Background: an optimization exercise with open tools, aiming at small area. Do not read the settings as production practice.
Only the layout flow was run in this run; the RTL was not checked for function there.
Power figures rest on the tool's default switching activity, not on a simulated workload.

==> flow/design.v <==
module av2_rx_engine (
    input  wire       clk,
    input  wire       rst,           
    input  wire       rx_valid,      
    input  wire [7:0] rx_data,
    input  wire       rx_err,        
    input  wire [7:0] rd_addr,
    output reg  [7:0] rd_data,
    output reg        ev_commit,     
    output wire [2:0] ev_sub,
    output reg        ev_ready,      
    output reg        ev_error,      
    output wire [3:0] ev_err_code
);
    integer i;
    reg [5:0] cnt;
    reg       hbad;         
    reg [2:0] sub;          
    reg       lenok;        
    wire st_ovr = cnt[5] & cnt[0];
    wire st_err = cnt[5] & cnt[1];
    wire st_hold = st_ovr | st_err;
    wire is_eol  = (rx_data == 8'hFF);
    wire dbyte   = rx_valid & ~rx_err & ~is_eol;
    wire eol     = rx_valid & ~rx_err & is_eol;
    wire ws = (rx_data >= 8'h09 && rx_data <= 8'h0D) || rx_data == 8'h20;
    wire hdr_match = (cnt[2:0] == 3'd0 && rx_data == 8'h23) ||
                     (cnt[2:0] == 3'd1 && rx_data == 8'h41) ||
                     (cnt[2:0] == 3'd2 && rx_data == 8'h56) ||
                     (cnt[2:0] == 3'd3 && rx_data == 8'h32) ||
                     (cnt[2:0] == 3'd4 && rx_data == 8'h20);
    reg [2:0] code_sub;
    always @* begin
        case (rx_data)
            8'h69: code_sub = 3'd0;
            8'h6A: code_sub = 3'd1;
            8'h6B: code_sub = 3'd2;
            8'h6C: code_sub = 3'd3;
            8'h6D: code_sub = 3'd4;
            8'h6E: code_sub = 3'd5;
            default: code_sub = 3'd7;
        endcase
    end
    reg past_thr;
    always @* begin
        case (sub)
            3'd0: past_thr = (cnt >= 6'd10);
            3'd1: past_thr = (cnt >= 6'd18);
            3'd2: past_thr = (cnt >= 6'd27);
            3'd3: past_thr = (cnt >= 6'd7);
            3'd4: past_thr = (cnt >= 6'd8);
            default: past_thr = (cnt >= 6'd5);
        endcase
    end
    wire c_sys = (sub == 3'd0);
    wire c_inp = (sub == 3'd1);
    wire c_spk = (sub == 3'd2);
    wire c_grp = c_sys | (sub == 3'd3) | (sub == 3'd4);    
    wire hdr_ok = (cnt >= 6'd5) & ~hbad & ~st_hold;
    wire known  = (cnt >= 6'd6) & ~st_hold & (sub[2:1] != 2'b11);
    wire commit = eol & hdr_ok & known & lenok;
    wire err1   = eol & ~st_hold & ~hdr_ok;
    wire err6   = eol & hdr_ok & known & ~lenok;
    wire err7   = eol & st_ovr;
    reg [5:0] progress;
    reg [1:0] ev_e;         
    wire ready = &progress[4:0];
    assign ev_sub      = sub;
    assign ev_err_code = {1'b0, ev_e[1], ev_e[1] | ev_e[0], ~ev_e[1] | ev_e[0]};
    wire [5:0] prog_new = progress | (6'd1 << sub);
    always @(posedge clk) begin
        if (rst) begin
            cnt <= 6'd0;
        end else if (rx_err) begin
            cnt <= 6'd34;
        end else if (rx_valid) begin
            if (is_eol)
                cnt <= 6'd0;
            else if (!st_hold)
                cnt <= cnt + 6'd1;
        end
        if (dbyte) begin
            if (cnt[5:3] == 3'd0 && (cnt[2:0] <= 3'd4))
                hbad <= (hbad & (cnt[2:0] != 3'd0)) | ~hdr_match;
            if (cnt == 6'd5) begin
                sub   <= code_sub;
                lenok <= (rx_data == 8'h6E);
            end else if (!ws && past_thr) begin
                lenok <= 1'b1;
            end
        end
        ev_commit <= ~rst & commit;
        ev_error  <= ~rst & (rx_err | err1 | err6 | err7);
        ev_ready  <= ~rst & commit & ~ready & (&prog_new[4:0]);
        if (rx_err)     ev_e <= 2'd1;
        else if (err7)  ev_e <= 2'd3;
        else if (err6)  ev_e <= 2'd2;
        else            ev_e <= 2'd0;
        if (rst)
            progress <= 6'd0;
        else if (commit)
            progress <= prog_new;
    end
    reg [2:0] stg_s [0:3];
    reg [1:0] stg_c;
    reg [7:0] stg_d [0:7];
    reg [5:0] stg_l [0:7];
    wire [2:0] w_size;
    wire       w_nz;
    wire [5:0] w_l;
    av2_rx_wdec u_wdec (.b(rx_data), .lab_mode(c_inp), .size(w_size), .nz(w_nz), .l6(w_l));
    wire [3:0]  en_s;
    wire [1:0]  en_c;
    wire [7:0]  en_d, en_l;
    av2_rx_slot_en u_slot_en (.cnt(cnt), .wr(rx_valid), .c_grp(c_grp), .c_inp(c_inp),
        .en_s(en_s), .en_c(en_c), .en_d(en_d), .en_l(en_l));
    always @(posedge clk) begin
        for (i = 0; i < 4; i = i + 1)
            if (en_s[i]) stg_s[i] <= w_size;
        for (i = 0; i < 2; i = i + 1)
            if (en_c[i]) stg_c[i] <= w_nz;
        for (i = 0; i < 8; i = i + 1) begin
            if (en_d[i]) stg_d[i] <= rx_data;
            if (en_l[i]) stg_l[i] <= w_l;
        end
    end
    reg [7:0] sys_flags, sys_mode, sys_vol;
    reg [5:0] sys_decode;                       
    reg [4:0] inp_label [0:9];                  
    reg       inp_panorama;
    reg [7:0] inp_width, inp_depth;
    reg [2:0] spk_size [0:3];
    reg [1:0] spk_cfg;
    reg [7:0] spk_dist [0:7];
    reg [5:0] spk_level [0:7];                  
    reg [7:0] sw_major, sw_minor;
    reg [7:0] fw_major, fw_minor, fw_patch;
    function [4:0] lab5(input [7:0] b);
        lab5 = (b <= 8'd20) ? b[4:0] : 5'h1F;
    endfunction
    wire [7:0] s_mode_b = stg_d[3];
    wire [3:0] s_input  = (s_mode_b[3:0] >= 4'd1 && s_mode_b[3:0] <= 4'd11) ? s_mode_b[3:0] : 4'd0;
    wire [7:0] s_dec_b  = stg_d[6];
    wire [5:0] s_dec    = (s_dec_b <= 8'd23 || (s_dec_b >= 8'd48 && s_dec_b <= 8'd55)) ?
                          s_dec_b[5:0] : 6'h3F;
    wire cm_sys = commit & (sub == 3'd0);
    wire cm_inp = commit & (sub == 3'd1);
    wire cm_spk = commit & (sub == 3'd2);
    wire cm_swv = commit & (sub == 3'd3);
    wire cm_fwv = commit & (sub == 3'd4);
    always @(posedge clk) begin
        if (cm_sys) begin
            sys_flags  <= stg_d[2];
            sys_mode   <= {s_mode_b[7:4], s_input};
            sys_vol    <= stg_d[4];
            sys_decode <= s_dec;
        end
        if (cm_inp) begin
            for (i = 0; i < 8; i = i + 1)
                inp_label[i] <= stg_l[(i + 2) % 8][4:0];
            inp_label[8]  <= lab5(stg_d[2]);
            inp_label[9]  <= lab5(stg_d[3]);
            inp_panorama  <= (stg_d[4] != 8'd0);
            inp_width     <= stg_d[5];
            inp_depth     <= stg_d[6];
        end
        if (cm_spk) begin
            for (i = 0; i < 4; i = i + 1)
                spk_size[i] <= stg_s[i];
            spk_cfg <= stg_c;
            for (i = 0; i < 8; i = i + 1) begin
                spk_dist[i]  <= stg_d[i];
                spk_level[i] <= stg_l[i];
            end
        end
        if (cm_swv) begin
            sw_major <= stg_d[2];
            sw_minor <= stg_d[3];
        end
        if (cm_fwv) begin
            fw_major <= stg_d[2];
            fw_minor <= stg_d[3];
            fw_patch <= stg_d[4];
        end
    end
    wire        s_prog, s_dec_rst;
    wire [3:0]  s_sys;
    wire [12:0] s_inp;
    wire [4:0]  s_spk;
    wire [7:0]  s_dist, s_lvl;
    wire [1:0]  s_sw;
    wire [2:0]  s_fw;
    av2_rx_rd_dec u_rd_dec (
        .rd_addr(rd_addr), .progress(progress),
        .s_prog(s_prog), .s_dec_rst(s_dec_rst), .s_sys(s_sys), .s_inp(s_inp),
        .s_spk(s_spk), .s_dist(s_dist), .s_lvl(s_lvl), .s_sw(s_sw), .s_fw(s_fw));
    wire [7:0] rd_w;
    av2_rx_rd_mux u_rd_mux (
        .s_prog(s_prog), .s_dec_rst(s_dec_rst), .s_sys(s_sys), .s_inp(s_inp),
        .s_spk(s_spk), .s_dist(s_dist), .s_lvl(s_lvl), .s_sw(s_sw), .s_fw(s_fw),
        .ready(ready), .progress(progress),
        .sys_flags(sys_flags), .sys_mode(sys_mode), .sys_vol(sys_vol), .sys_decode(sys_decode),
        .inp_label({inp_label[9], inp_label[8], inp_label[7], inp_label[6], inp_label[5],
                    inp_label[4], inp_label[3], inp_label[2], inp_label[1], inp_label[0]}),
        .inp_panorama(inp_panorama), .inp_width(inp_width), .inp_depth(inp_depth),
        .spk_size({spk_size[3], spk_size[2], spk_size[1], spk_size[0]}), .spk_cfg(spk_cfg),
        .spk_dist({spk_dist[7], spk_dist[6], spk_dist[5], spk_dist[4],
                   spk_dist[3], spk_dist[2], spk_dist[1], spk_dist[0]}),
        .spk_level({spk_level[7], spk_level[6], spk_level[5], spk_level[4],
                    spk_level[3], spk_level[2], spk_level[1], spk_level[0]}),
        .sw_major(sw_major), .sw_minor(sw_minor),
        .fw_major(fw_major), .fw_minor(fw_minor), .fw_patch(fw_patch),
        .rd_data(rd_w));
    always @* rd_data = rd_w;
endmodule
module av2_rx_rd_dec (
    input  wire [7:0]  rd_addr,
    input  wire [5:0]  progress,
    output wire        s_prog,       
    output wire        s_dec_rst,    
    output wire [3:0]  s_sys,        
    output wire [12:0] s_inp,        
    output wire [4:0]  s_spk,        
    output wire [7:0]  s_dist,       
    output wire [7:0]  s_lvl,        
    output wire [1:0]  s_sw,         
    output wire [2:0]  s_fw          
);
    wire [15:0] l_n;
    wire [5:0]  g_n;    
    av2_rx_rd_pre u_pre (.rd_addr(rd_addr), .progress(progress), .l_n(l_n), .g_n(g_n),
                         .s_prog(s_prog), .s_dec_rst(s_dec_rst));
    av2_rx_nor2 u_s_sys_0 (.a(g_n[0]), .b(l_n[0]), .y(s_sys[0]));
    av2_rx_nor2 u_s_sys_1 (.a(g_n[0]), .b(l_n[1]), .y(s_sys[1]));
    av2_rx_nor2 u_s_sys_2 (.a(g_n[0]), .b(l_n[2]), .y(s_sys[2]));
    av2_rx_nor2 u_s_sys_3 (.a(g_n[0]), .b(l_n[3]), .y(s_sys[3]));
    av2_rx_nor2 u_s_inp_0 (.a(g_n[1]), .b(l_n[0]), .y(s_inp[0]));
    av2_rx_nor2 u_s_inp_1 (.a(g_n[1]), .b(l_n[1]), .y(s_inp[1]));
    av2_rx_nor2 u_s_inp_2 (.a(g_n[1]), .b(l_n[2]), .y(s_inp[2]));
    av2_rx_nor2 u_s_inp_3 (.a(g_n[1]), .b(l_n[3]), .y(s_inp[3]));
    av2_rx_nor2 u_s_inp_4 (.a(g_n[1]), .b(l_n[4]), .y(s_inp[4]));
    av2_rx_nor2 u_s_inp_5 (.a(g_n[1]), .b(l_n[5]), .y(s_inp[5]));
    av2_rx_nor2 u_s_inp_6 (.a(g_n[1]), .b(l_n[6]), .y(s_inp[6]));
    av2_rx_nor2 u_s_inp_7 (.a(g_n[1]), .b(l_n[7]), .y(s_inp[7]));
    av2_rx_nor2 u_s_inp_8 (.a(g_n[1]), .b(l_n[8]), .y(s_inp[8]));
    av2_rx_nor2 u_s_inp_9 (.a(g_n[1]), .b(l_n[9]), .y(s_inp[9]));
    av2_rx_nor2 u_s_inp_10 (.a(g_n[1]), .b(l_n[10]), .y(s_inp[10]));
    av2_rx_nor2 u_s_inp_11 (.a(g_n[1]), .b(l_n[11]), .y(s_inp[11]));
    av2_rx_nor2 u_s_inp_12 (.a(g_n[1]), .b(l_n[12]), .y(s_inp[12]));
    av2_rx_nor2 u_s_spk_0 (.a(g_n[2]), .b(l_n[0]), .y(s_spk[0]));
    av2_rx_nor2 u_s_spk_1 (.a(g_n[2]), .b(l_n[1]), .y(s_spk[1]));
    av2_rx_nor2 u_s_spk_2 (.a(g_n[2]), .b(l_n[2]), .y(s_spk[2]));
    av2_rx_nor2 u_s_spk_3 (.a(g_n[2]), .b(l_n[3]), .y(s_spk[3]));
    av2_rx_nor2 u_s_spk_4 (.a(g_n[2]), .b(l_n[4]), .y(s_spk[4]));
    av2_rx_nor2 u_s_dist_0 (.a(g_n[2]), .b(l_n[8]), .y(s_dist[0]));
    av2_rx_nor2 u_s_dist_1 (.a(g_n[2]), .b(l_n[9]), .y(s_dist[1]));
    av2_rx_nor2 u_s_dist_2 (.a(g_n[2]), .b(l_n[10]), .y(s_dist[2]));
    av2_rx_nor2 u_s_dist_3 (.a(g_n[2]), .b(l_n[11]), .y(s_dist[3]));
    av2_rx_nor2 u_s_dist_4 (.a(g_n[2]), .b(l_n[12]), .y(s_dist[4]));
    av2_rx_nor2 u_s_dist_5 (.a(g_n[2]), .b(l_n[13]), .y(s_dist[5]));
    av2_rx_nor2 u_s_dist_6 (.a(g_n[2]), .b(l_n[14]), .y(s_dist[6]));
    av2_rx_nor2 u_s_dist_7 (.a(g_n[2]), .b(l_n[15]), .y(s_dist[7]));
    av2_rx_nor2 u_s_lvl_0 (.a(g_n[3]), .b(l_n[0]), .y(s_lvl[0]));
    av2_rx_nor2 u_s_lvl_1 (.a(g_n[3]), .b(l_n[1]), .y(s_lvl[1]));
    av2_rx_nor2 u_s_lvl_2 (.a(g_n[3]), .b(l_n[2]), .y(s_lvl[2]));
    av2_rx_nor2 u_s_lvl_3 (.a(g_n[3]), .b(l_n[3]), .y(s_lvl[3]));
    av2_rx_nor2 u_s_lvl_4 (.a(g_n[3]), .b(l_n[4]), .y(s_lvl[4]));
    av2_rx_nor2 u_s_lvl_5 (.a(g_n[3]), .b(l_n[5]), .y(s_lvl[5]));
    av2_rx_nor2 u_s_lvl_6 (.a(g_n[3]), .b(l_n[6]), .y(s_lvl[6]));
    av2_rx_nor2 u_s_lvl_7 (.a(g_n[3]), .b(l_n[7]), .y(s_lvl[7]));
    av2_rx_nor2 u_s_sw_0 (.a(g_n[4]), .b(l_n[0]), .y(s_sw[0]));
    av2_rx_nor2 u_s_sw_1 (.a(g_n[4]), .b(l_n[1]), .y(s_sw[1]));
    av2_rx_nor2 u_s_fw_0 (.a(g_n[5]), .b(l_n[8]), .y(s_fw[0]));
    av2_rx_nor2 u_s_fw_1 (.a(g_n[5]), .b(l_n[9]), .y(s_fw[1]));
    av2_rx_nor2 u_s_fw_2 (.a(g_n[5]), .b(l_n[10]), .y(s_fw[2]));
endmodule
module av2_rx_rd_pre (
    input  wire [7:0]  rd_addr,
    input  wire [5:0]  progress,
    output wire [15:0] l_n,
    output wire [5:0]  g_n,
    output wire        s_prog,
    output wire        s_dec_rst
);
    wire [15:0] h = 16'd1 << rd_addr[7:4];
    assign l_n = ~(16'd1 << rd_addr[3:0]);
    assign g_n = ~{h[5] & progress[4], h[5] & progress[3], h[4] & progress[2],
                   h[3] & progress[2], h[2] & progress[1], h[1] & progress[0]};
    assign s_prog    = h[0] & ~l_n[0];
    assign s_dec_rst = h[1] & ~l_n[3] & ~progress[0];
endmodule
module av2_rx_rd_mux (
    input  wire        s_prog, s_dec_rst,
    input  wire [3:0]  s_sys,
    input  wire [12:0] s_inp,
    input  wire [4:0]  s_spk,
    input  wire [7:0]  s_dist, s_lvl,
    input  wire [1:0]  s_sw,
    input  wire [2:0]  s_fw,
    input  wire        ready,
    input  wire [5:0]  progress,
    input  wire [7:0]  sys_flags, sys_mode, sys_vol,
    input  wire [5:0]  sys_decode,
    input  wire [49:0] inp_label,
    input  wire        inp_panorama,
    input  wire [7:0]  inp_width, inp_depth,
    input  wire [11:0] spk_size,
    input  wire [1:0]  spk_cfg,
    input  wire [63:0] spk_dist,
    input  wire [47:0] spk_level,
    input  wire [7:0]  sw_major, sw_minor, fw_major, fw_minor, fw_patch,
    output wire [7:0]  rd_data
);
    wire n1;
    av2_rx_aoi222 u_n1 (.a0(s_inp[0]), .b0(inp_label[0]), .a1(s_inp[1]), .b1(inp_label[5]), .a2(s_inp[2]), .b2(inp_label[10]), .y(n1));
    wire n2;
    av2_rx_aoi222 u_n2 (.a0(s_inp[3]), .b0(inp_label[15]), .a1(s_inp[4]), .b1(inp_label[20]), .a2(s_inp[5]), .b2(inp_label[25]), .y(n2));
    wire n3;
    av2_rx_aoi222 u_n3 (.a0(s_inp[6]), .b0(inp_label[30]), .a1(s_inp[7]), .b1(inp_label[35]), .a2(s_inp[8]), .b2(inp_label[40]), .y(n3));
    wire n4;
    av2_rx_nand2 u_n4 (.a(s_inp[9]), .b(inp_label[45]), .y(n4));
    wire p5;
    av2_rx_nand4 u_p5 (.a(n1), .b(n2), .c(n3), .d(n4), .y(p5));
    wire o6 = p5;
    wire n7;
    av2_rx_aoi222 u_n7 (.a0(s_inp[0]), .b0(inp_label[1]), .a1(s_inp[1]), .b1(inp_label[6]), .a2(s_inp[2]), .b2(inp_label[11]), .y(n7));
    wire n8;
    av2_rx_aoi222 u_n8 (.a0(s_inp[3]), .b0(inp_label[16]), .a1(s_inp[4]), .b1(inp_label[21]), .a2(s_inp[5]), .b2(inp_label[26]), .y(n8));
    wire n9;
    av2_rx_aoi222 u_n9 (.a0(s_inp[6]), .b0(inp_label[31]), .a1(s_inp[7]), .b1(inp_label[36]), .a2(s_inp[8]), .b2(inp_label[41]), .y(n9));
    wire n10;
    av2_rx_nand2 u_n10 (.a(s_inp[9]), .b(inp_label[46]), .y(n10));
    wire p11;
    av2_rx_nand4 u_p11 (.a(n7), .b(n8), .c(n9), .d(n10), .y(p11));
    wire o12 = p11;
    wire n13;
    av2_rx_aoi222 u_n13 (.a0(s_inp[0]), .b0(inp_label[2]), .a1(s_inp[1]), .b1(inp_label[7]), .a2(s_inp[2]), .b2(inp_label[12]), .y(n13));
    wire n14;
    av2_rx_aoi222 u_n14 (.a0(s_inp[3]), .b0(inp_label[17]), .a1(s_inp[4]), .b1(inp_label[22]), .a2(s_inp[5]), .b2(inp_label[27]), .y(n14));
    wire n15;
    av2_rx_aoi222 u_n15 (.a0(s_inp[6]), .b0(inp_label[32]), .a1(s_inp[7]), .b1(inp_label[37]), .a2(s_inp[8]), .b2(inp_label[42]), .y(n15));
    wire n16;
    av2_rx_nand2 u_n16 (.a(s_inp[9]), .b(inp_label[47]), .y(n16));
    wire p17;
    av2_rx_nand4 u_p17 (.a(n13), .b(n14), .c(n15), .d(n16), .y(p17));
    wire o18 = p17;
    wire n19;
    av2_rx_aoi222 u_n19 (.a0(s_inp[0]), .b0(inp_label[3]), .a1(s_inp[1]), .b1(inp_label[8]), .a2(s_inp[2]), .b2(inp_label[13]), .y(n19));
    wire n20;
    av2_rx_aoi222 u_n20 (.a0(s_inp[3]), .b0(inp_label[18]), .a1(s_inp[4]), .b1(inp_label[23]), .a2(s_inp[5]), .b2(inp_label[28]), .y(n20));
    wire n21;
    av2_rx_aoi222 u_n21 (.a0(s_inp[6]), .b0(inp_label[33]), .a1(s_inp[7]), .b1(inp_label[38]), .a2(s_inp[8]), .b2(inp_label[43]), .y(n21));
    wire n22;
    av2_rx_nand2 u_n22 (.a(s_inp[9]), .b(inp_label[48]), .y(n22));
    wire p23;
    av2_rx_nand4 u_p23 (.a(n19), .b(n20), .c(n21), .d(n22), .y(p23));
    wire o24 = p23;
    wire n25;
    av2_rx_aoi222 u_n25 (.a0(s_inp[0]), .b0(inp_label[4]), .a1(s_inp[1]), .b1(inp_label[9]), .a2(s_inp[2]), .b2(inp_label[14]), .y(n25));
    wire n26;
    av2_rx_aoi222 u_n26 (.a0(s_inp[3]), .b0(inp_label[19]), .a1(s_inp[4]), .b1(inp_label[24]), .a2(s_inp[5]), .b2(inp_label[29]), .y(n26));
    wire n27;
    av2_rx_aoi222 u_n27 (.a0(s_inp[6]), .b0(inp_label[34]), .a1(s_inp[7]), .b1(inp_label[39]), .a2(s_inp[8]), .b2(inp_label[44]), .y(n27));
    wire n28;
    av2_rx_nand2 u_n28 (.a(s_inp[9]), .b(inp_label[49]), .y(n28));
    wire p29;
    av2_rx_nand4 u_p29 (.a(n25), .b(n26), .c(n27), .d(n28), .y(p29));
    wire o30 = p29;
    wire lab_ff = o6 & o12 & o18 & o24 & o30;
    wire n31;
    av2_rx_aoi222 u_n31 (.a0(s_lvl[0]), .b0(spk_level[0]), .a1(s_lvl[1]), .b1(spk_level[6]), .a2(s_lvl[2]), .b2(spk_level[12]), .y(n31));
    wire n32;
    av2_rx_aoi222 u_n32 (.a0(s_lvl[3]), .b0(spk_level[18]), .a1(s_lvl[4]), .b1(spk_level[24]), .a2(s_lvl[5]), .b2(spk_level[30]), .y(n32));
    wire n33;
    av2_rx_nand2 u_n33 (.a(s_lvl[6]), .b(spk_level[36]), .y(n33));
    wire n34;
    av2_rx_nand2 u_n34 (.a(s_lvl[7]), .b(spk_level[42]), .y(n34));
    wire p35;
    av2_rx_nand4 u_p35 (.a(n31), .b(n32), .c(n33), .d(n34), .y(p35));
    wire o36 = p35;
    wire n37;
    av2_rx_aoi222 u_n37 (.a0(s_lvl[0]), .b0(spk_level[1]), .a1(s_lvl[1]), .b1(spk_level[7]), .a2(s_lvl[2]), .b2(spk_level[13]), .y(n37));
    wire n38;
    av2_rx_aoi222 u_n38 (.a0(s_lvl[3]), .b0(spk_level[19]), .a1(s_lvl[4]), .b1(spk_level[25]), .a2(s_lvl[5]), .b2(spk_level[31]), .y(n38));
    wire n39;
    av2_rx_nand2 u_n39 (.a(s_lvl[6]), .b(spk_level[37]), .y(n39));
    wire n40;
    av2_rx_nand2 u_n40 (.a(s_lvl[7]), .b(spk_level[43]), .y(n40));
    wire p41;
    av2_rx_nand4 u_p41 (.a(n37), .b(n38), .c(n39), .d(n40), .y(p41));
    wire o42 = p41;
    wire n43;
    av2_rx_aoi222 u_n43 (.a0(s_lvl[0]), .b0(spk_level[2]), .a1(s_lvl[1]), .b1(spk_level[8]), .a2(s_lvl[2]), .b2(spk_level[14]), .y(n43));
    wire n44;
    av2_rx_aoi222 u_n44 (.a0(s_lvl[3]), .b0(spk_level[20]), .a1(s_lvl[4]), .b1(spk_level[26]), .a2(s_lvl[5]), .b2(spk_level[32]), .y(n44));
    wire n45;
    av2_rx_nand2 u_n45 (.a(s_lvl[6]), .b(spk_level[38]), .y(n45));
    wire n46;
    av2_rx_nand2 u_n46 (.a(s_lvl[7]), .b(spk_level[44]), .y(n46));
    wire p47;
    av2_rx_nand4 u_p47 (.a(n43), .b(n44), .c(n45), .d(n46), .y(p47));
    wire o48 = p47;
    wire n49;
    av2_rx_aoi222 u_n49 (.a0(s_lvl[0]), .b0(spk_level[3]), .a1(s_lvl[1]), .b1(spk_level[9]), .a2(s_lvl[2]), .b2(spk_level[15]), .y(n49));
    wire n50;
    av2_rx_aoi222 u_n50 (.a0(s_lvl[3]), .b0(spk_level[21]), .a1(s_lvl[4]), .b1(spk_level[27]), .a2(s_lvl[5]), .b2(spk_level[33]), .y(n50));
    wire n51;
    av2_rx_nand2 u_n51 (.a(s_lvl[6]), .b(spk_level[39]), .y(n51));
    wire n52;
    av2_rx_nand2 u_n52 (.a(s_lvl[7]), .b(spk_level[45]), .y(n52));
    wire p53;
    av2_rx_nand4 u_p53 (.a(n49), .b(n50), .c(n51), .d(n52), .y(p53));
    wire o54 = p53;
    wire n55;
    av2_rx_aoi222 u_n55 (.a0(s_lvl[0]), .b0(spk_level[4]), .a1(s_lvl[1]), .b1(spk_level[10]), .a2(s_lvl[2]), .b2(spk_level[16]), .y(n55));
    wire n56;
    av2_rx_aoi222 u_n56 (.a0(s_lvl[3]), .b0(spk_level[22]), .a1(s_lvl[4]), .b1(spk_level[28]), .a2(s_lvl[5]), .b2(spk_level[34]), .y(n56));
    wire n57;
    av2_rx_nand2 u_n57 (.a(s_lvl[6]), .b(spk_level[40]), .y(n57));
    wire n58;
    av2_rx_nand2 u_n58 (.a(s_lvl[7]), .b(spk_level[46]), .y(n58));
    wire p59;
    av2_rx_nand4 u_p59 (.a(n55), .b(n56), .c(n57), .d(n58), .y(p59));
    wire o60 = p59;
    wire n61;
    av2_rx_aoi222 u_n61 (.a0(s_lvl[0]), .b0(spk_level[5]), .a1(s_lvl[1]), .b1(spk_level[11]), .a2(s_lvl[2]), .b2(spk_level[17]), .y(n61));
    wire n62;
    av2_rx_aoi222 u_n62 (.a0(s_lvl[3]), .b0(spk_level[23]), .a1(s_lvl[4]), .b1(spk_level[29]), .a2(s_lvl[5]), .b2(spk_level[35]), .y(n62));
    wire n63;
    av2_rx_nand2 u_n63 (.a(s_lvl[6]), .b(spk_level[41]), .y(n63));
    wire n64;
    av2_rx_nand2 u_n64 (.a(s_lvl[7]), .b(spk_level[47]), .y(n64));
    wire p65;
    av2_rx_nand4 u_p65 (.a(n61), .b(n62), .c(n63), .d(n64), .y(p65));
    wire o66 = p65;
    wire dec_ff = &sys_decode;
    wire n67;
    av2_rx_aoi222 u_n67 (.a0(s_prog), .b0(progress[0]), .a1(s_sys[0]), .b1(sys_flags[0]), .a2(s_sys[1]), .b2(sys_mode[0]), .y(n67));
    wire n68;
    av2_rx_aoi222 u_n68 (.a0(s_sys[2]), .b0(sys_vol[0]), .a1(s_sys[3]), .b1(sys_decode[0]), .a2(s_inp[10]), .b2(inp_panorama), .y(n68));
    wire n69;
    av2_rx_aoi222 u_n69 (.a0(s_inp[11]), .b0(inp_width[0]), .a1(s_inp[12]), .b1(inp_depth[0]), .a2(s_spk[0]), .b2(spk_size[0]), .y(n69));
    wire n70;
    av2_rx_aoi222 u_n70 (.a0(s_spk[1]), .b0(spk_size[3]), .a1(s_spk[2]), .b1(spk_size[6]), .a2(s_spk[3]), .b2(spk_size[9]), .y(n70));
    wire n71;
    av2_rx_aoi222 u_n71 (.a0(s_spk[4]), .b0(spk_cfg[0]), .a1(s_dist[0]), .b1(spk_dist[0]), .a2(s_dist[1]), .b2(spk_dist[8]), .y(n71));
    wire n72;
    av2_rx_aoi222 u_n72 (.a0(s_dist[2]), .b0(spk_dist[16]), .a1(s_dist[3]), .b1(spk_dist[24]), .a2(s_dist[4]), .b2(spk_dist[32]), .y(n72));
    wire n73;
    av2_rx_aoi222 u_n73 (.a0(s_dist[5]), .b0(spk_dist[40]), .a1(s_dist[6]), .b1(spk_dist[48]), .a2(s_dist[7]), .b2(spk_dist[56]), .y(n73));
    wire n74;
    av2_rx_aoi222 u_n74 (.a0(s_sw[0]), .b0(sw_major[0]), .a1(s_sw[1]), .b1(sw_minor[0]), .a2(s_fw[0]), .b2(fw_major[0]), .y(n74));
    wire n75;
    av2_rx_nand2 u_n75 (.a(s_fw[1]), .b(fw_minor[0]), .y(n75));
    wire n76;
    av2_rx_nand2 u_n76 (.a(s_fw[2]), .b(fw_patch[0]), .y(n76));
    wire p77;
    av2_rx_nand4 u_p77 (.a(n67), .b(n68), .c(n69), .d(n70), .y(p77));
    wire p78;
    av2_rx_nand4 u_p78 (.a(n71), .b(n72), .c(n73), .d(n74), .y(p78));
    wire p79;
    av2_rx_nand2 u_p79 (.a(n75), .b(n76), .y(p79));
    wire o80 = s_dec_rst | o6 | o36 | p77 | p78 | p79;
    assign rd_data[0] = o80;
    wire n81;
    av2_rx_aoi222 u_n81 (.a0(s_prog), .b0(progress[1]), .a1(s_sys[0]), .b1(sys_flags[1]), .a2(s_sys[1]), .b2(sys_mode[1]), .y(n81));
    wire n82;
    av2_rx_aoi222 u_n82 (.a0(s_sys[2]), .b0(sys_vol[1]), .a1(s_sys[3]), .b1(sys_decode[1]), .a2(s_inp[11]), .b2(inp_width[1]), .y(n82));
    wire n83;
    av2_rx_aoi222 u_n83 (.a0(s_inp[12]), .b0(inp_depth[1]), .a1(s_spk[0]), .b1(spk_size[1]), .a2(s_spk[1]), .b2(spk_size[4]), .y(n83));
    wire n84;
    av2_rx_aoi222 u_n84 (.a0(s_spk[2]), .b0(spk_size[7]), .a1(s_spk[3]), .b1(spk_size[10]), .a2(s_spk[4]), .b2(spk_cfg[1]), .y(n84));
    wire n85;
    av2_rx_aoi222 u_n85 (.a0(s_dist[0]), .b0(spk_dist[1]), .a1(s_dist[1]), .b1(spk_dist[9]), .a2(s_dist[2]), .b2(spk_dist[17]), .y(n85));
    wire n86;
    av2_rx_aoi222 u_n86 (.a0(s_dist[3]), .b0(spk_dist[25]), .a1(s_dist[4]), .b1(spk_dist[33]), .a2(s_dist[5]), .b2(spk_dist[41]), .y(n86));
    wire n87;
    av2_rx_aoi222 u_n87 (.a0(s_dist[6]), .b0(spk_dist[49]), .a1(s_dist[7]), .b1(spk_dist[57]), .a2(s_sw[0]), .b2(sw_major[1]), .y(n87));
    wire n88;
    av2_rx_aoi222 u_n88 (.a0(s_sw[1]), .b0(sw_minor[1]), .a1(s_fw[0]), .b1(fw_major[1]), .a2(s_fw[1]), .b2(fw_minor[1]), .y(n88));
    wire n89;
    av2_rx_nand2 u_n89 (.a(s_fw[2]), .b(fw_patch[1]), .y(n89));
    wire p90;
    av2_rx_nand4 u_p90 (.a(n81), .b(n82), .c(n83), .d(n84), .y(p90));
    wire p91;
    av2_rx_nand4 u_p91 (.a(n85), .b(n86), .c(n87), .d(n88), .y(p91));
    wire o92 = s_dec_rst | o12 | o42 | p90 | p91 | ~n89;
    assign rd_data[1] = o92;
    wire n93;
    av2_rx_aoi222 u_n93 (.a0(s_prog), .b0(progress[2]), .a1(s_sys[0]), .b1(sys_flags[2]), .a2(s_sys[1]), .b2(sys_mode[2]), .y(n93));
    wire n94;
    av2_rx_aoi222 u_n94 (.a0(s_sys[2]), .b0(sys_vol[2]), .a1(s_sys[3]), .b1(sys_decode[2]), .a2(s_inp[11]), .b2(inp_width[2]), .y(n94));
    wire n95;
    av2_rx_aoi222 u_n95 (.a0(s_inp[12]), .b0(inp_depth[2]), .a1(s_spk[0]), .b1(spk_size[2]), .a2(s_spk[1]), .b2(spk_size[5]), .y(n95));
    wire n96;
    av2_rx_aoi222 u_n96 (.a0(s_spk[2]), .b0(spk_size[8]), .a1(s_spk[3]), .b1(spk_size[11]), .a2(s_dist[0]), .b2(spk_dist[2]), .y(n96));
    wire n97;
    av2_rx_aoi222 u_n97 (.a0(s_dist[1]), .b0(spk_dist[10]), .a1(s_dist[2]), .b1(spk_dist[18]), .a2(s_dist[3]), .b2(spk_dist[26]), .y(n97));
    wire n98;
    av2_rx_aoi222 u_n98 (.a0(s_dist[4]), .b0(spk_dist[34]), .a1(s_dist[5]), .b1(spk_dist[42]), .a2(s_dist[6]), .b2(spk_dist[50]), .y(n98));
    wire n99;
    av2_rx_aoi222 u_n99 (.a0(s_dist[7]), .b0(spk_dist[58]), .a1(s_sw[0]), .b1(sw_major[2]), .a2(s_sw[1]), .b2(sw_minor[2]), .y(n99));
    wire n100;
    av2_rx_aoi222 u_n100 (.a0(s_fw[0]), .b0(fw_major[2]), .a1(s_fw[1]), .b1(fw_minor[2]), .a2(s_fw[2]), .b2(fw_patch[2]), .y(n100));
    wire p101;
    av2_rx_nand4 u_p101 (.a(n93), .b(n94), .c(n95), .d(n96), .y(p101));
    wire p102;
    av2_rx_nand4 u_p102 (.a(n97), .b(n98), .c(n99), .d(n100), .y(p102));
    wire o103 = s_dec_rst | o18 | o48 | p101 | p102;
    assign rd_data[2] = o103;
    wire n104;
    av2_rx_aoi222 u_n104 (.a0(s_prog), .b0(progress[3]), .a1(s_sys[0]), .b1(sys_flags[3]), .a2(s_sys[1]), .b2(sys_mode[3]), .y(n104));
    wire n105;
    av2_rx_aoi222 u_n105 (.a0(s_sys[2]), .b0(sys_vol[3]), .a1(s_sys[3]), .b1(sys_decode[3]), .a2(s_inp[11]), .b2(inp_width[3]), .y(n105));
    wire n106;
    av2_rx_aoi222 u_n106 (.a0(s_inp[12]), .b0(inp_depth[3]), .a1(s_dist[0]), .b1(spk_dist[3]), .a2(s_dist[1]), .b2(spk_dist[11]), .y(n106));
    wire n107;
    av2_rx_aoi222 u_n107 (.a0(s_dist[2]), .b0(spk_dist[19]), .a1(s_dist[3]), .b1(spk_dist[27]), .a2(s_dist[4]), .b2(spk_dist[35]), .y(n107));
    wire n108;
    av2_rx_aoi222 u_n108 (.a0(s_dist[5]), .b0(spk_dist[43]), .a1(s_dist[6]), .b1(spk_dist[51]), .a2(s_dist[7]), .b2(spk_dist[59]), .y(n108));
    wire n109;
    av2_rx_aoi222 u_n109 (.a0(s_sw[0]), .b0(sw_major[3]), .a1(s_sw[1]), .b1(sw_minor[3]), .a2(s_fw[0]), .b2(fw_major[3]), .y(n109));
    wire n110;
    av2_rx_nand2 u_n110 (.a(s_fw[1]), .b(fw_minor[3]), .y(n110));
    wire n111;
    av2_rx_nand2 u_n111 (.a(s_fw[2]), .b(fw_patch[3]), .y(n111));
    wire p112;
    av2_rx_nand4 u_p112 (.a(n104), .b(n105), .c(n106), .d(n107), .y(p112));
    wire p113;
    av2_rx_nand4 u_p113 (.a(n108), .b(n109), .c(n110), .d(n111), .y(p113));
    wire o114 = s_dec_rst | o24 | o54 | p112 | p113;
    assign rd_data[3] = o114;
    wire n115;
    av2_rx_aoi222 u_n115 (.a0(s_prog), .b0(progress[4]), .a1(s_sys[0]), .b1(sys_flags[4]), .a2(s_sys[1]), .b2(sys_mode[4]), .y(n115));
    wire n116;
    av2_rx_aoi222 u_n116 (.a0(s_sys[2]), .b0(sys_vol[4]), .a1(s_sys[3]), .b1(sys_decode[4]), .a2(s_inp[11]), .b2(inp_width[4]), .y(n116));
    wire n117;
    av2_rx_aoi222 u_n117 (.a0(s_inp[12]), .b0(inp_depth[4]), .a1(s_dist[0]), .b1(spk_dist[4]), .a2(s_dist[1]), .b2(spk_dist[12]), .y(n117));
    wire n118;
    av2_rx_aoi222 u_n118 (.a0(s_dist[2]), .b0(spk_dist[20]), .a1(s_dist[3]), .b1(spk_dist[28]), .a2(s_dist[4]), .b2(spk_dist[36]), .y(n118));
    wire n119;
    av2_rx_aoi222 u_n119 (.a0(s_dist[5]), .b0(spk_dist[44]), .a1(s_dist[6]), .b1(spk_dist[52]), .a2(s_dist[7]), .b2(spk_dist[60]), .y(n119));
    wire n120;
    av2_rx_aoi222 u_n120 (.a0(s_sw[0]), .b0(sw_major[4]), .a1(s_sw[1]), .b1(sw_minor[4]), .a2(s_fw[0]), .b2(fw_major[4]), .y(n120));
    wire n121;
    av2_rx_nand2 u_n121 (.a(s_fw[1]), .b(fw_minor[4]), .y(n121));
    wire n122;
    av2_rx_nand2 u_n122 (.a(s_fw[2]), .b(fw_patch[4]), .y(n122));
    wire p123;
    av2_rx_nand4 u_p123 (.a(n115), .b(n116), .c(n117), .d(n118), .y(p123));
    wire p124;
    av2_rx_nand4 u_p124 (.a(n119), .b(n120), .c(n121), .d(n122), .y(p124));
    wire o125 = s_dec_rst | o30 | o60 | p123 | p124;
    assign rd_data[4] = o125;
    wire n126;
    av2_rx_aoi222 u_n126 (.a0(s_prog), .b0(progress[5]), .a1(s_sys[0]), .b1(sys_flags[5]), .a2(s_sys[1]), .b2(sys_mode[5]), .y(n126));
    wire n127;
    av2_rx_aoi222 u_n127 (.a0(s_sys[2]), .b0(sys_vol[5]), .a1(s_sys[3]), .b1(sys_decode[5]), .a2(s_inp[11]), .b2(inp_width[5]), .y(n127));
    wire n128;
    av2_rx_aoi222 u_n128 (.a0(s_inp[12]), .b0(inp_depth[5]), .a1(s_dist[0]), .b1(spk_dist[5]), .a2(s_dist[1]), .b2(spk_dist[13]), .y(n128));
    wire n129;
    av2_rx_aoi222 u_n129 (.a0(s_dist[2]), .b0(spk_dist[21]), .a1(s_dist[3]), .b1(spk_dist[29]), .a2(s_dist[4]), .b2(spk_dist[37]), .y(n129));
    wire n130;
    av2_rx_aoi222 u_n130 (.a0(s_dist[5]), .b0(spk_dist[45]), .a1(s_dist[6]), .b1(spk_dist[53]), .a2(s_dist[7]), .b2(spk_dist[61]), .y(n130));
    wire n131;
    av2_rx_aoi222 u_n131 (.a0(s_sw[0]), .b0(sw_major[5]), .a1(s_sw[1]), .b1(sw_minor[5]), .a2(s_fw[0]), .b2(fw_major[5]), .y(n131));
    wire n132;
    av2_rx_nand2 u_n132 (.a(s_fw[1]), .b(fw_minor[5]), .y(n132));
    wire n133;
    av2_rx_nand2 u_n133 (.a(s_fw[2]), .b(fw_patch[5]), .y(n133));
    wire p134;
    av2_rx_nand4 u_p134 (.a(n126), .b(n127), .c(n128), .d(n129), .y(p134));
    wire p135;
    av2_rx_nand4 u_p135 (.a(n130), .b(n131), .c(n132), .d(n133), .y(p135));
    wire o136 = s_dec_rst | lab_ff | o66 | p134 | p135;
    assign rd_data[5] = o136;
    wire n137;
    av2_rx_aoi222 u_n137 (.a0(s_sys[0]), .b0(sys_flags[6]), .a1(s_sys[1]), .b1(sys_mode[6]), .a2(s_sys[2]), .b2(sys_vol[6]), .y(n137));
    wire n138;
    av2_rx_aoi222 u_n138 (.a0(s_sys[3]), .b0(dec_ff), .a1(s_inp[11]), .b1(inp_width[6]), .a2(s_inp[12]), .b2(inp_depth[6]), .y(n138));
    wire n139;
    av2_rx_aoi222 u_n139 (.a0(s_dist[0]), .b0(spk_dist[6]), .a1(s_dist[1]), .b1(spk_dist[14]), .a2(s_dist[2]), .b2(spk_dist[22]), .y(n139));
    wire n140;
    av2_rx_aoi222 u_n140 (.a0(s_dist[3]), .b0(spk_dist[30]), .a1(s_dist[4]), .b1(spk_dist[38]), .a2(s_dist[5]), .b2(spk_dist[46]), .y(n140));
    wire n141;
    av2_rx_aoi222 u_n141 (.a0(s_dist[6]), .b0(spk_dist[54]), .a1(s_dist[7]), .b1(spk_dist[62]), .a2(s_sw[0]), .b2(sw_major[6]), .y(n141));
    wire n142;
    av2_rx_aoi222 u_n142 (.a0(s_sw[1]), .b0(sw_minor[6]), .a1(s_fw[0]), .b1(fw_major[6]), .a2(s_fw[1]), .b2(fw_minor[6]), .y(n142));
    wire n143;
    av2_rx_nand2 u_n143 (.a(s_fw[2]), .b(fw_patch[6]), .y(n143));
    wire p144;
    av2_rx_nand4 u_p144 (.a(n137), .b(n138), .c(n139), .d(n140), .y(p144));
    wire p145;
    av2_rx_nand3 u_p145 (.a(n141), .b(n142), .c(n143), .y(p145));
    wire o146 = s_dec_rst | lab_ff | o66 | p144 | p145;
    assign rd_data[6] = o146;
    wire n147;
    av2_rx_aoi222 u_n147 (.a0(s_prog), .b0(ready), .a1(s_sys[0]), .b1(sys_flags[7]), .a2(s_sys[1]), .b2(sys_mode[7]), .y(n147));
    wire n148;
    av2_rx_aoi222 u_n148 (.a0(s_sys[2]), .b0(sys_vol[7]), .a1(s_sys[3]), .b1(dec_ff), .a2(s_inp[11]), .b2(inp_width[7]), .y(n148));
    wire n149;
    av2_rx_aoi222 u_n149 (.a0(s_inp[12]), .b0(inp_depth[7]), .a1(s_dist[0]), .b1(spk_dist[7]), .a2(s_dist[1]), .b2(spk_dist[15]), .y(n149));
    wire n150;
    av2_rx_aoi222 u_n150 (.a0(s_dist[2]), .b0(spk_dist[23]), .a1(s_dist[3]), .b1(spk_dist[31]), .a2(s_dist[4]), .b2(spk_dist[39]), .y(n150));
    wire n151;
    av2_rx_aoi222 u_n151 (.a0(s_dist[5]), .b0(spk_dist[47]), .a1(s_dist[6]), .b1(spk_dist[55]), .a2(s_dist[7]), .b2(spk_dist[63]), .y(n151));
    wire n152;
    av2_rx_aoi222 u_n152 (.a0(s_sw[0]), .b0(sw_major[7]), .a1(s_sw[1]), .b1(sw_minor[7]), .a2(s_fw[0]), .b2(fw_major[7]), .y(n152));
    wire n153;
    av2_rx_nand2 u_n153 (.a(s_fw[1]), .b(fw_minor[7]), .y(n153));
    wire n154;
    av2_rx_nand2 u_n154 (.a(s_fw[2]), .b(fw_patch[7]), .y(n154));
    wire p155;
    av2_rx_nand4 u_p155 (.a(n147), .b(n148), .c(n149), .d(n150), .y(p155));
    wire p156;
    av2_rx_nand4 u_p156 (.a(n151), .b(n152), .c(n153), .d(n154), .y(p156));
    wire o157 = s_dec_rst | lab_ff | o66 | p155 | p156;
    assign rd_data[7] = o157;
endmodule
module av2_rx_aoi222 (input wire a0, b0, a1, b1, a2, b2, output wire y);
    assign y = ~((a0 & b0) | (a1 & b1) | (a2 & b2));
endmodule
module av2_rx_nand2 (input wire a, b, output wire y);
    assign y = ~(a & b);
endmodule
module av2_rx_nand3 (input wire a, b, c, output wire y);
    assign y = ~(a & b & c);
endmodule
module av2_rx_nand4 (input wire a, b, c, d, output wire y);
    assign y = ~(a & b & c & d);
endmodule
module av2_rx_nor2 (input wire a, b, output wire y);
    assign y = ~(a | b);
endmodule
module av2_rx_wdec (
    input  wire [7:0] b,
    input  wire       lab_mode,    
    output wire [2:0] size,        
    output wire       nz,          
    output wire [5:0] l6           
);
    wire [4:0] label = (b <= 8'd20) ? b[4:0] : 5'h1F;
    wire [7:0] lraw  = (b > 8'd60) ? 8'd60 : b;
    wire [7:0] lvl   = lraw - 8'd30;
    assign size = (b >= 8'd1 && b <= 8'd4) ? b[2:0] : 3'd0;
    assign nz   = (b != 8'd0);
    assign l6   = lab_mode ? {1'b0, label} : lvl[5:0];
endmodule
module av2_rx_slot_en (
    input  wire [5:0] cnt,
    input  wire       wr,
    input  wire       c_grp,       
    input  wire       c_inp,
    output wire [3:0] en_s,
    output wire [1:0] en_c,
    output wire [7:0] en_d,
    output wire [7:0] en_l
);
    wire [7:0] lo = 8'd1 << cnt[2:0];
    wire [3:0] hi = {4{wr & ~cnt[5]}} & (4'd1 << cnt[4:3]);    
    wire [31:0] p;
    genvar n;
    generate for (n = 0; n < 32; n = n + 1) begin : g_p
        assign p[n] = hi[n / 8] & lo[n % 8];
    end endgenerate
    wire h_d2 = (hi[1] & ~c_grp) | hi[0];    
    wire h_d4 = (hi[2] & ~c_grp) | hi[1];    
    wire h_l0 = (hi[2] & ~c_inp) | hi[1];    
    wire h_l2 = (hi[2] & ~c_inp) | hi[0];    
    wire h_l4 = (hi[3] & ~c_inp) | hi[1];    
    assign en_s = p[9:6];
    assign en_c = p[11:10];
    assign en_d = {p[19], lo[2] & h_d4, p[17], lo[0] & h_d4, lo[7] & h_d2, lo[6] & h_d2,
                   p[13], p[12]};
    assign en_l = {lo[3] & h_l4, lo[2] & h_l4, lo[1] & h_l4, lo[0] & h_l4,
                   lo[7] & h_l2, lo[6] & h_l2, lo[5] & h_l0, lo[4] & h_l0};
endmodule
==> flow/flow/run.sh <==
#!/bin/bash
# Layout flow: the standard flow (standard.sh, unchanged synthesis) with
# these layout choices changed:
#  - port buffers use the smallest buffer cell (sky130_fd_sc_hd__buf_1);
#  - clock tree synthesis inserts no dummy loads and clusters up to 17 sinks under sky130_fd_sc_hd__clkbuf_8 buffers;
#  - after floorplan, combinational cells are set to their smallest drive
#    (flow/downsize.tcl); placement's repairs size up what needs it.
# All of make's output goes to flow_make.log in the work folder; ORFS keeps
# each tool's own log under orfs/logs/.
set -euo pipefail
export BUFFER_PORTS_ARGS="-buffer_cell sky130_fd_sc_hd__buf_1"
export POST_FLOORPLAN_TCL="$PWD/flow/downsize.tcl"
export CTS_ARGS="-sink_clustering_enable -repair_clock_nets -sink_clustering_size 17 -sink_clustering_max_diameter 80 -dont_use_dummy_load -buf_list sky130_fd_sc_hd__clkbuf_8 -root_buf sky130_fd_sc_hd__clkbuf_8 -sink_clustering_buffer sky130_fd_sc_hd__clkbuf_8"
bash standard.sh finish > flow_make.log 2>&1
==> flow/flow/downsize.tcl <==
# Sourced after floorplan (POST_FLOORPLAN_TCL): set every combinational cell
# to the smallest drive strength of its function. Placement's repair_design
# and the later timing repairs size up whatever then needs it.
set n 0
foreach inst [[ord::get_db_block] getInsts] {
  set master [[$inst getMaster] getName]
  if {![regexp {^(sky130_fd_sc_hd__[a-z0-9]+)_([0-9]+)$} $master -> base drive]} { continue }
  if {[regexp {df|dl|clk|buf|conb|tap|fill|decap|diode|probe} $base]} { continue }
  set best ""
  set best_area 1e9
  foreach d {0 1 2} {
    set cand [get_lib_cells -quiet ${base}_$d]
    if {$cand eq ""} { continue }
    set m [[ord::get_db] findMaster ${base}_$d]
    if {$m eq "NULL" || $m eq ""} { continue }
    set a [expr {[$m getWidth] * [$m getHeight]}]
    if {$a < $best_area} { set best_area $a; set best ${base}_$d }
  }
  set cur [[ord::get_db] findMaster $master]
  if {$best ne "" && $best ne $master && $best_area < [$cur getWidth] * [$cur getHeight]} {
    replace_cell [$inst getName] $best
    incr n
  }
}
puts "downsize.tcl: resized $n instances"
==> flow/standard.sh <==
#!/bin/bash
# synth_recipe.tcl (not shown) runs the flow's synth.tcl, then flattens the netlist and writes it again
# the make line also repeats each setting of config.mk as NAME=value (left out here)
make -C /OpenROAD-flow-scripts/flow DESIGN_CONFIG=/design/flow/config.mk WORK_HOME=/design/flow/orfs CLKGATE_MAP_FILE= SYNTH_SCRIPT=/design/flow/synth_recipe.tcl "${@:-finish}"
==> flow/config.mk <==
export PLATFORM = sky130hd
export DESIGN_NAME = av2_rx_engine
export DESIGN_NICKNAME = av2_rx_engine
export VERILOG_FILES = /design/flow/design.v
export SDC_FILE = /design/flow/constraint.sdc
export NUM_CORES = 4
export LEC_CHECK = 0
export CAP_MARGIN = 20
export CORE_MARGIN = 2
export CORE_UTILIZATION = 65
export PLACE_DENSITY = 0.75
export SLEW_MARGIN = 20
export SYNTH_HIERARCHICAL = 1
==> flow/constraint.sdc <==
create_clock -name core_clock -period 10.0 [get_ports {clk}]
set_input_delay 2.0000 -clock core_clock [delete_from_list [all_inputs] [get_ports {clk}]]
set_output_delay 2.0000 -clock core_clock [all_outputs]
set_load 0.01 [all_outputs]
==> flow_metrics.py <==
metrics = {
    "die": {
        "die_w_um": 159.1,
        "die_y_um": 159.1,
        "die-area_um2": 25300,
        "io_pins": 38,
        "start_util": 0.6637,
        "row_count": 56,
        "core_area_um2": 23540,
    },
    "clock_network": {
        "cts-root-buf": "clkbuf_8",
        "cts_tree": "done",
        "htree_levels": 1,
        "cts.sink_count": 411,
        "ctsResizeCount": 0,
        "post-cts-setup-buffer-count": 0,
        "cts_buffer_depth": 3,
        "clock_latency_ns": 0.60,
        "cts_hold_buf": 0,
        "cts_inserted_buffers": 28,
        "clk_pin_slew_worst_paths_ns": 0.09,
    },
    "routing": {
        "vias": 9699,
        "first_pass_iters": 9,
        "drc_errors": 0,
        "viasPerCell": 7.337,
        "first_iter_violations": 1912,
        "routedWlPerCell_um": 30.92,
        "finalWirelength_um": 40870,
        "final_antenna_net_count": 0,
    },
    "layout": {
        "layout.nets": 1030,
        "final_common_cell": "edfxtp_1",
        "synthToLayoutAreaGrowth_pct": 5.829,
        "drive_gt1_frac": 0.08683,
        "fill_cells": 1575,
        "instances_no_fill": 1322,
        "final_cell_mix": "394 x edfxtp_1, 81 x a222oi_1, 75 x nor2_1, 71 x nand2_1, 36 x buf_1",
        "final_area_um2": 16540,
    },
    "sta": {
        "period_minus_slack_ns": 6.723,
        "fin_skew_ns": 0.04993,
        "relSlewSlack": 0.2903,
        "setup_tns_ns": 0,
        "holdWs_ns": 0.3586,
        "fin_ws_ns": 3.277,
        "grt_setup_unrepaired": "no",
        "worst_pin_slew_ns": 1.063,
        "maxSlewViolCount": 0,
        "setup_viol": 0,
        "max_freq_mhz": 148.8,
        "min_period_over_period": 0.6723,
        "hold_violations": 0,
    },
    "synth": {
        "synth_top_cell_area_share": 0.7571,
        "synth_edf_count": 394,
        "synth_seq_cells": 411,
        "synthTopCellsByArea": "edfxtp_1 76%, a222oi_1 5.2%, dfxtp_1 2.2%, nor2_1 1.8%, nand2_1 1.7%",
        "synth.distinct_cells": 74,
        "yosys_warnings": 14,
        "synth_nets": 966,
        "syn_area_per_cell_um2": 16.62,
        "async_flop_share": 0,
        "synth_seq_area_share": 0.7789,
        "synth_top_area_cell": "edfxtp_1",
        "synth_ff_type": "edfxtp_1",
        "synth_area_um2": 15630,
        "postSynthCellCount": 940,
    },
    "placement": {
        "port_buffers": 36,
        "gp_congestion": 1.104,
        "pre_cts_slack_ns": 3.394,
        "dp.final_hpwl_um": 28400,
        "place_area_um2": 16130,
        "dp_cells": 1293,
    },
    "critical_path": {
        "r2r-start": "cnt[0]",
        "endpoint_kind": "output port",
        "startpoint_type": "input pin",
        "worstPathRequired_ns": 8.00,
        "crit_arrival_ns": 4.72,
        "worstSetupStartpoint": "rd_addr[7]",
        "ff2ff_path_depth": 9,
        "r2r_end": "spk_dist[5][1]",
        "critPathCapture": "rd_data[5]",
        "critPathMaxFanout": 13,
        "critPathKind": "input pin to output port",
        "r2r_setup_slack_ns": 5.57,
    },
    "global_route": {
        "first_global_vias": 8999,
        "grt_first_pass_wirelength_um": 59450,
        "grt_max_degree": 76,
        "globalRouteOverflowTotal": 0,
        "gr-usage-all-layers": 0.3221,
        "antenna_found_initial": 1,
    },
    "hold_path": {
        "hp-class": "register to register",
        "hold_depth": 0,
    },
    "run": {
        "maxCapViolCount": 0,
    },
    "status": {
        "status": "timing/DRC/antenna clean",
    },
    "power": {
        "ir_drop_v": 0.0001101,
        "p_leak_nw": 4.909,
        "powerDensity_nw_per_um2": 160.1,
    },
}
-- worst min path at each step --
stage / start / to / slack [ns]
floorplan: stg_c[0] / spk_cfg[0] / 0.40
global placement: stg_d[1][7] / spk_dist[1][7] / 0.40
detailed placement: stg_d[0][1] / spk_dist[0][1] / 0.40
CTS: stg_l[4][5] / spk_level[4][5] / 0.36
global route: stg_l[4][5] / spk_level[4][5] / 0.36
finish: stg_l[4][5] / spk_level[4][5] / 0.36
-- worst max-delay path, stage by stage --
cell	delay [ns]
buf_1	0.16
nor2_1	0.11
nand4b_1	0.51
nor2_1	0.33
a222oi_1	0.75
nand4_1	0.16
nor4_1	0.36
o21ai_1	0.16
buf_1	0.16
-- layout make-up --
class                      instances  area, um2  share of cell area
tap                              319      399.1             0.02414
sequential                       411      12170              0.7360
multi-input combinational        489       3207              0.1939
timing repair buffer              61      322.8             0.01952
clock buffer                      28      385.4             0.02330
antenna                            1      2.502           0.0001513
inverter                          13      48.80            0.002951
-- registers in the layout, indices dropped and copies added, names as in the netlist, 3 cells and up --
name,count
inp_width,8
inp_depth,8
sys_flags,8
stg_d,64
progress,6
sys_vol,8
cnt,6
spk_size,12
fw_major,8
sub,3
sys_mode,8
sw_major,8
spk_dist,64
fw_patch,8
stg_l,48
fw_minor,8
spk_level,48
stg_s,12
sw_minor,8
inp_label,50
sys_decode,6
-- synthesized netlist by cell type (3+ instances only) --
| master | count |
|---|---|
| a31oi_1 | 3 |
| buf_4 | 12 |
| nor4_1 | 17 |
| ha_1 | 6 |
| inv_1 | 13 |
| nand4_1 | 30 |
| nor2_1 | 77 |
| a21oi_1 | 9 |
| nand3_1 | 16 |
| o31ai_1 | 6 |
| edfxtp_1 | 394 |
| or3_1 | 3 |
| o21ai_0 | 10 |
| nor3_1 | 26 |
| and2_1 | 4 |
| nand2_1 | 71 |
| a2111oi_0 | 3 |
| clkbuf_1 | 6 |
| or2_2 | 15 |
| nand4b_1 | 4 |
| a211oi_1 | 7 |
| a21boi_0 | 4 |
| nand2b_1 | 20 |
| o21a_1 | 4 |
| nor2b_1 | 7 |
| nor4b_1 | 3 |
| xor2_1 | 3 |
| dfxtp_1 | 17 |
| buf_2 | 5 |
| a222oi_1 | 81 |
| nand3b_1 | 3 |
| o21ai_1 | 4 |
-- where the power goes --
part           switching (W)  internal (W)
Clock               0.000472      0.000250
Sequential        0.00000388       0.00186
Combinational      0.0000424     0.0000159
Total               0.000519       0.00213
-- cell families (layout without fill, tap and decap cells) --
group / after synthesis / in the layout / share of synthesized area
AOI/OAI and AO/OA: 155 / 155 / 0.08840
and+or+nand+nor: 322 / 322 / 0.1108
buffers and inverters: 40 / 102 / 0.01385
other: 1 / 2 / 0.0002400
xor gates and xnor gates: 4 / 4 / 0.002242
adders and majority gates: 6 / 6 / 0.004804
muxes: 1 / 1 / 0.0007206
DFF: 411 / 411 / 0.7789
-- layer usage --
layer  routed length, um  global-route usage  up-vias  share of wire
li1                    -                   -     3983              -
met2               18200              0.4844      844           0.45
met5                   0                   0        -              0
met3                5014             0.06043      156           0.12
met1               15260              0.4655     4716           0.37
met4                2388              0.1529        0          0.058
-- per-module statistics from Yosys (local to each module, per instance), a selection --
module / cell area (um2) / flip-flops and latches
av2_rx_aoi222: 10.01 / 0
av2_rx_engine: 13400 / 411
av2_rx_slot_en: 290.3 / 0
av2_rx_nand3: 5.005 / 0
av2_rx_rd_mux: 200.2 / 0
av2_rx_wdec: 269.0 / 0
av2_rx_nand4: 6.256 / 0
av2_rx_nand2: 3.754 / 0
-- through the flow --
stage / total power [W] / utilization
after global placement: 0.001961 / 0.6849
after global routing: 0.002714 / 0.7024
final: 0.002648 / 0.7024
after floorplan: 0.001934 / -
after detailed placement: 0.001963 / 0.6853
after CTS: 0.002654 / 0.7017

re-timing with driven ports:
How much do the figures lean on ideal ports? The routed layout below was timed once more, with nothing changed but the port constraints. Step 1, drivers: a clkbuf_16 drives clk and a buf_2 each remaining input, both assumed. Step 2 times the ports against the registers' clock, not the clock port: input delays grow and output delays shrink by t, the midpoint of the rising clock arrivals with the driver on. Slacks: ideal ports / drivers / drivers and shift; pairs: ideal ports / drivers.
t (ns): 0.631
setup slack, ns: 3.277 / 3.252 / 3.252
worst setup path after step 2: input to output
worst data-port slew with drivers (ns): 0.09
cell pins on the clock port's net: 1
After both steps this run still meets setup and hold. For this run, drivers alone change the setup slack by -0.025 ns; drivers and shift together by -0.025 ns.
